Background: an optimization exercise with open tools, aiming at small area, a short achievable clock period and few clock cycles per item. Do not read the settings as production practice.
The RTL was checked by simulation tests, not by an equivalence proof against the original design.
Power is estimated from default activity; no workload was simulated.

`design.v`:
```
module lfp16_mcu (
    input  wire        clk,
    input  wire        rst,         
    input  wire        cmd_valid,
    output wire        cmd_ready,
    input  wire [63:0] cmd,
    output reg         rsp_valid,
    input  wire        rsp_ready,
    output wire [63:0] rsp
);
    reg [3:0] cfg_f;
    reg       cfg_rmode;    
    wire [7:0]  op = cmd[63:56];
    wire [14:0] ma = cmd[14:0];
    wire [14:0] mb = cmd[46:32];
    wire        sa = cmd[15];
    wire        sb = cmd[47];
    wire z_rsv = ~|cmd[55:48];
    wire z_b   = ~|cmd[47:32];
    wire z_ahi = ~|cmd[31:16];
    wire mz_a  = ~|ma;
    wire mz_b  = ~|mb;
    wire z_a   = mz_a & ~sa;
    wire ok_n   = z_rsv & z_b & z_ahi & z_a;
    wire ok_u16 = z_rsv & z_b & z_ahi;
    wire ok_u32 = z_rsv & z_b;
    wire ok_b16 = z_rsv & z_ahi;
    wire hi0 = (op[7:4] == 4'h0);
    wire hi1 = (op[7:4] == 4'h1);
    wire hi2 = (op[7:4] == 4'h2);
    wire [3:0] lo = op[3:0];
    wire is_getcfg = hi0 & (lo == 4'h1);
    wire is_setf   = hi0 & (lo == 4'h2);
    wire is_setr   = hi0 & (lo == 4'h3);
    wire is_mul    = hi1 & (lo == 4'h0);
    wire is_div    = hi1 & (lo == 4'h1);
    wire is_sqr    = hi1 & (lo == 4'h2);
    wire is_sqrt   = hi1 & (lo == 4'h3);
    wire is_inv    = hi1 & (lo == 4'h4);
    wire is_neg    = hi1 & (lo == 4'h5);
    wire is_cmp    = hi2 & (lo <= 4'h4);
    wire a_nar = sa & mz_a;
    wire a_zero = z_a;
    wire b_nar = sb & mz_b;
    wire b_zero = z_b;
    wire r_bit = cfg_rmode & ma[0] & ma[1];
    wire       q_inv = ~is_mul & ~is_sqr;                
    wire       q_a   = is_sqr | is_inv;
    wire [14:0] q_src = q_a ? ma : mb;
    wire [14:0] p_val = is_inv  ? 15'h4000 :
                        is_sqrt ? {1'b0, ma[14:1]} : ma;
    wire [14:0] q_val = is_sqrt ? 15'h6000 : (q_src ^ {15{q_inv}});
    wire        c_in  = is_sqrt ? r_bit : q_inv;
    wire [15:0] t = {1'b0, p_val} + {1'b0, q_val} + {15'd0, c_in};
    wire tz_hi = ~|t[13:1];
    wire over  = t[15] & t[14];
    wire under = ~t[15] & (~t[14] | tz_hi);
    wire [14:0] m_cl = {t[15], t[13:1], t[0] | under} & {15{~under}} | {15{over}}
                       | {14'd0, under};
    wire ge_m = t[15];                     
    wire eq_m = t[15] & ~t[14] & tz_hi & ~t[0];
    wire lt = (sa & ~sb) | (~sa & ~sb & ~ge_m) | (sa & sb & ge_m & ~eq_m);
    wire eq = (sa == sb) & eq_m;
    wire any_nar = a_nar | b_nar;
    reg  c_bit;
    always @(*) begin
        case (lo[2:0])
            3'd0: c_bit = eq;
            3'd1: c_bit = lt | eq;
            3'd2: c_bit = lt;
            3'd3: c_bit = ~lt & ~eq;
            default: c_bit = ~lt;
        endcase
    end
    reg  [15:0] res;
    reg  [2:0]  fault;
    reg         notice;
    reg         set_f, set_r;
    wire [31:0] x = cmd[31:0];
    always @(*) begin
        res = 16'd0; fault = 3'd0; notice = 1'b0; set_f = 1'b0; set_r = 1'b0;
        if (is_getcfg) begin
            if (!ok_n) fault = 3'd4;
            else res = {7'd0, cfg_rmode, ~cfg_f, cfg_f};
        end else if (is_setf) begin
            if (!ok_u32) fault = 3'd4;
            else if (x < 32'd7 || x > 32'd11) fault = 3'd1;
            else begin set_f = 1'b1; notice = 1'b1; end
        end else if (is_setr) begin
            if (!ok_u32) fault = 3'd4;
            else if (x > 32'd1) fault = 3'd2;
            else set_r = 1'b1;
        end else if (is_mul) begin
            if (!ok_b16) fault = 3'd4;
            else res = (a_nar | b_nar) ? 16'h8000 : (a_zero | b_zero) ? 16'h0000 : {sa ^ sb, m_cl};
        end else if (is_div) begin
            if (!ok_b16) fault = 3'd4;
            else res = (a_nar | b_nar | b_zero) ? 16'h8000 : a_zero ? 16'h0000 : {sa ^ sb, m_cl};
        end else if (is_sqr) begin
            if (!ok_u16) fault = 3'd4;
            else res = a_nar ? 16'h8000 : a_zero ? 16'h0000 : {1'b0, m_cl};
        end else if (is_sqrt) begin
            if (!ok_u16) fault = 3'd4;
            else if (sa & ~mz_a) fault = 3'd3;
            else res = a_nar ? 16'h8000 : a_zero ? 16'h0000 : {1'b0, m_cl};
        end else if (is_inv) begin
            if (!ok_u16) fault = 3'd4;
            else res = mz_a ? 16'h8000 : {sa, m_cl};
        end else if (is_neg) begin
            if (!ok_u16) fault = 3'd4;
            else res = {sa ^ ~mz_a, ma};
        end else if (is_cmp) begin
            if (!ok_b16) fault = 3'd4;
            else res = {15'd0, c_bit & ~any_nar};
        end else begin
            fault = 3'd4;
        end
    end
    assign cmd_ready = ~rsp_valid | rsp_ready;
    reg [15:0] r_res;
    reg [2:0]  r_fault;
    reg        r_notice;
    assign rsp = {28'd0, r_notice, r_fault, 16'd0, r_res};
    always @(posedge clk) begin
        if (rst) begin
            cfg_f     <= 4'd8;
            cfg_rmode <= 1'b0;
            rsp_valid <= 1'b0;
        end else begin
            rsp_valid <= cmd_valid | (rsp_valid & ~rsp_ready);
            if (cmd_valid & cmd_ready & set_f) cfg_f     <= x[3:0];
            if (cmd_valid & cmd_ready & set_r) cfg_rmode <= x[0];
        end
        if (cmd_ready) begin
            r_res    <= res;
            r_fault  <= fault;
            r_notice <= notice;
        end
    end
endmodule
```
`run.sh`:
```
#!/bin/bash
# synth_recipe.tcl (not shown) runs the flow's synth.tcl, then flattens the netlist and writes it again
# the make line also repeats each setting of config.mk as NAME=value (left out here)
make -C /OpenROAD-flow-scripts/flow DESIGN_CONFIG=/design/flow/config.mk WORK_HOME=/design/flow/orfs CLKGATE_MAP_FILE= SYNTH_SCRIPT=/design/flow/synth_recipe.tcl finish
```
`config.mk`:
```
export PLATFORM = sky130hd
export DESIGN_NAME = lfp16_mcu
export DESIGN_NICKNAME = lfp16_mcu
export VERILOG_FILES = /design/flow/design.v
export SDC_FILE = /design/flow/constraint.sdc
export NUM_CORES = 4
export LEC_CHECK = 0
export CAP_MARGIN = 20
export CORE_MARGIN = 2
export CORE_UTILIZATION = 40
export SLEW_MARGIN = 20
```
`constraint.sdc`:
```
create_clock -name core_clock -period 6.0 [get_ports {clk}]
set_input_delay 1.2000 -clock core_clock [delete_from_list [all_inputs] [get_ports {clk}]]
set_output_delay 1.2000 -clock core_clock [all_outputs]
set_load 0.01 [all_outputs]
```
==> results.txt <==
timing repair:
| item | 4_1_cts | 5_1_grt |
|---|---|---|
| resized for setup | 15 | 15 |
| setup buffers | 5 | 2 |
| setup endpoints to repair | 11 | 13 |
| cloned | 0 | 0 |
| pin swaps | 15 | 18 |
power groups by stage:
stage	clock [W]	sequential, W	combinational [W]
after floorplan	0	0.000207	0.000196
after global placement	0	0.000204	0.000343
after detailed placement	0	0.000204	0.000345
after CTS	0.0000959	0.000200	0.000353
after global routing	0.000103	0.000200	0.000401
final	0.0000946	0.000200	0.000368
registers in the layout, indices dropped and copies added, names as in the netlist:
signal / cells
r_res: 16
cfg_f: 4
r_fault: 3
cfg_rmode: 1
r_notice: 1
rsp_valid: 1
per-layer routing:
| layer | track usage, % | vias up | part of all wire, % |
|---|---|---|---|
| met1 | 31.5 | 1899 | 45 |
| met3 | 1.88 | 20 | 5.8 |
| met5 | 0 | - | 0 |
| met2 | 41.6 | 141 | 48 |
| li1 | - | 1999 | - |
| met4 | 6.64 | 0 | 1.8 |
worst paths after layout:
path	startpoint	end	slack, ns	depth (start not counted)
worst max-delay path	cmd[62]	r_res[0]$_DFFE_PN_	0.24	22
worst min-delay path	cfg_f[3]$_SDFFE_PP1P_	cfg_f[3]$_SDFFE_PP1P_	0.47	2
worst max register to register	cfg_rmode$_SDFFE_PP0P_	r_res[0]$_DFFE_PN_	2.32	16
worst min register to register	cfg_f[3]$_SDFFE_PP1P_	cfg_f[3]$_SDFFE_PP1P_	0.47	2
stage by stage:
stage               setup WS [ns]  hold slack, ns  std cells  TNS (ns)
floorplan                  0.0650           0.436        536         0
global placement           -0.333           0.456        743     -2.78
detailed placement         -0.465           0.464        743     -3.94
CTS                        0.0854           0.476        751         0
global route               0.0137           0.506        753         0
finish                      0.244           0.475        753         0
cell families (layout without fill, tap and decap cells):
| family | count (synthesis) | in the layout | share of synthesized area [%] |
|---|---|---|---|
| simple gates | 198 | 198 | 26.3 |
| compound gates | 119 | 119 | 21.4 |
| buf+inv | 81 | 187 | 13.1 |
| flops | 26 | 26 | 19.5 |
| xor+xnor | 25 | 25 | 5.92 |
| fa+ha+maj | 24 | 24 | 8.53 |
| mux | 19 | 19 | 5.14 |
| other cells | 1 | 44 | 0.101 |
worst register-to-register path, cell delays in order, from the launching register on:
cell and delay [ns]:
dfxtp_1 0.33, nand3_1 0.07, a21o_1 0.15, fa_2 0.21, inv_2 0.04, fa_2 0.33
a21o_1 0.22, a221oi_4 0.25, buf_4 0.16, nor3_1 0.04, a311o_2 0.32, or2_0 0.21
a2111o_1 0.38, nor4b_4 0.29, nand4b_1 0.14, nand3_1 0.07, o211a_1 0.22
final cells by class:
| type | instances | area [µm²] | share of cell area, % |
|---|---|---|---|
| sequential | 26 | 721 | 13.8 |
| clock inverter | 1 | 3.75 | 0.0720 |
| multi-input combinational | 429 | 2750 | 52.7 |
| timing repair buffer | 172 | 1520 | 29.1 |
| clock buffer | 3 | 41.3 | 0.792 |
| tap | 111 | 139 | 2.66 |
| inverter | 11 | 41.3 | 0.792 |
Yosys cell counts (12+ instances only):
master,number,area [µm²]
nor2_1,47,176
nor3_1,12,60.1
nand2_1,65,244
buf_4,45,338
nor4_1,13,81.3
o21ai_0,14,70.1
clkbuf_1,15,56.3
xnor2_1,21,184
nand3_1,16,80.1
edfxtp_1,20,601
o21ai_1,13,65.1
mux2i_1,19,190
a21oi_1,39,195
ha_1,22,275
==> metrics.yaml <==
placement:
  place.gp.congestion: 0.897
  hpwl_um: 10100
  dpl_cell_area_mm2: 0.00505
  io_buffers: 89
final_layout:
  final_cell_mix: "84 x clkdlybuf4s50_1, 81 x buf_4, 65 x nand2_1"
  finish.net_count: 735
  layout.cells.most_common: "clkdlybuf4s50_1"
  drive_gt1_share_pct: 17.8
  antennaDiodeCount: 0
  fill_cells: 857
  final_util_pct: 57.3
  syn_to_final_growth_pct: 41.0
  finalInstanceArea_mm2: 0.00522
clock_network:
  cts_inserted_buffers: 3
  cts_root_buf: "clkbuf_8"
  clk_path_buf_depth: 2
  cts.sink_count: 26
  cts_tree: "built"
  clk_latency_ns: 0.26
  holdBufCountCts: 0
  clk_pin_slew_ns: 0.08
  cts_max_level: 1
power:
  p_per_area_mw_per_mm2: 127
  internal_power_w: 0.000431
  combPwrFrac_pct: 55.6
  p_leak_nw: 2.17
  clkPwrFrac_pct: 14.3
  total_power_w: 0.000662
  vdd_drop_max_mv: 0.0672
  seqPwrFrac_pct: 30.1
  p_sw_share_pct: 34.9
  power_switching_w: 0.000231
floorplan:
  dieArea_mm2: 0.0100
  coreArea_mm2: 0.00911
  start_util_pct: 40.6
  fp.dieW_um: 100
  std_cell_rows: 35
  ioPinCount: 134
  die_h_um: 100
run_status:
  status: "complete, no violations"
worst_setup_path:
  path_delay_family: "simple AND/OR/NAND/NOR gates"
  critPathKind: "input pin to register"
  cp-end-kind: "register"
  cpMaxStageDelayCell: "or4b_4"
  crit_required_ns: 6.02
  crit_buf_inv: 3
  cp-start-kind: "input pin"
  cp.arrival_ns: 5.78
  critPathMaxStageDelay_ns: 0.55
  cp_max_fo: 4
  crit_chain: "buf_6 > or4b_4 > nor4b_4 > nor2_2 > nor2_4 > mux2i_1 > xor2_1 > nand2_1 > fa_2 > inv_2 > fa_2 > a21o_1 > a221oi_4 > buf_4 > nor3_1 > a311o_2 > or2_0 > a2111o_1 > nor4b_4 > nand4b_1 > nand3_1 > o211a_1"
global_routing:
  antenna_found_initial: 0
  grt_overflow_total: 0
  first_global_vias: 3868
  grt_usage_pct: 23.8
  grt_max_degree: 25
  grt_pass1_wl_um: 19100
detailed_routing:
  vias_per_cell: 5.39
  drc: 0
  ant_nets: 0
  avgRoutedWirePerCell_um: 16.0
  first_pass_iters: 5
  drt_iter0_drc: 217
  vias: 4059
  wl_um: 12000
synthesis:
  avgSynthCellArea_um2: 7.50
  async_flop_share_pct: 0
  synth_seq_cells: 26
  yosys_warnings: 1
  synth_edf_count: 20
  syn_area_mm2: 0.00370
  synth_cell_types: 67
  synthFlopType: "edfxtp_1"
  netlist_instances: 493
  synth_seq_area_share_pct: 19.5
timing:
  finalHoldViolations: 0
  setup_viol_count_final: 0
  min_period_ns: 5.76
  worst_pin_slew_ns: 0.739
  fmax_mhz: 174
  rsz0062_at_grt: "false"
  post-route-period-util_pct: 95.9
  slew_viol_final: 0
  max_slew_margin_pct: 50.3
  fin_skew_ns: 0.00235
job:
  drv_cap: 0
worst_hold_path:
  hold_class: "register to register"
Testbench counts, summed over its fixed seeds: cycles 24,008, items 24,000.

==> separate check: timing with driven ports <==
In the flow no input, the clock included, has a driving cell. The finished layout below was timed again as built, in two steps.
Step 1 sets driving cells, clkbuf_16 on the clock port and buf_2 on the other inputs (assumed; they add their load-dependent delay and slew).
Step 2 times the ports against the registers' clock, not the clock port: input delays grow and output delays shrink by t, the midpoint of the rising clock arrivals with the driver on.
Three values: ideal ports, drivers, drivers and shift; two values: the first two.
t (ns): 0.287
setup WS [ns]: 0.244 / 0.239 / -0.048
slew at the worst register clock pin (ns): 0.08 / 0.08
cell pins on the clock port's net: 1
Met with ideal ports but missed after step 2: setup timing in this run. For this run, drivers alone change the setup slack by -0.005 ns; drivers and shift together by -0.292 ns.
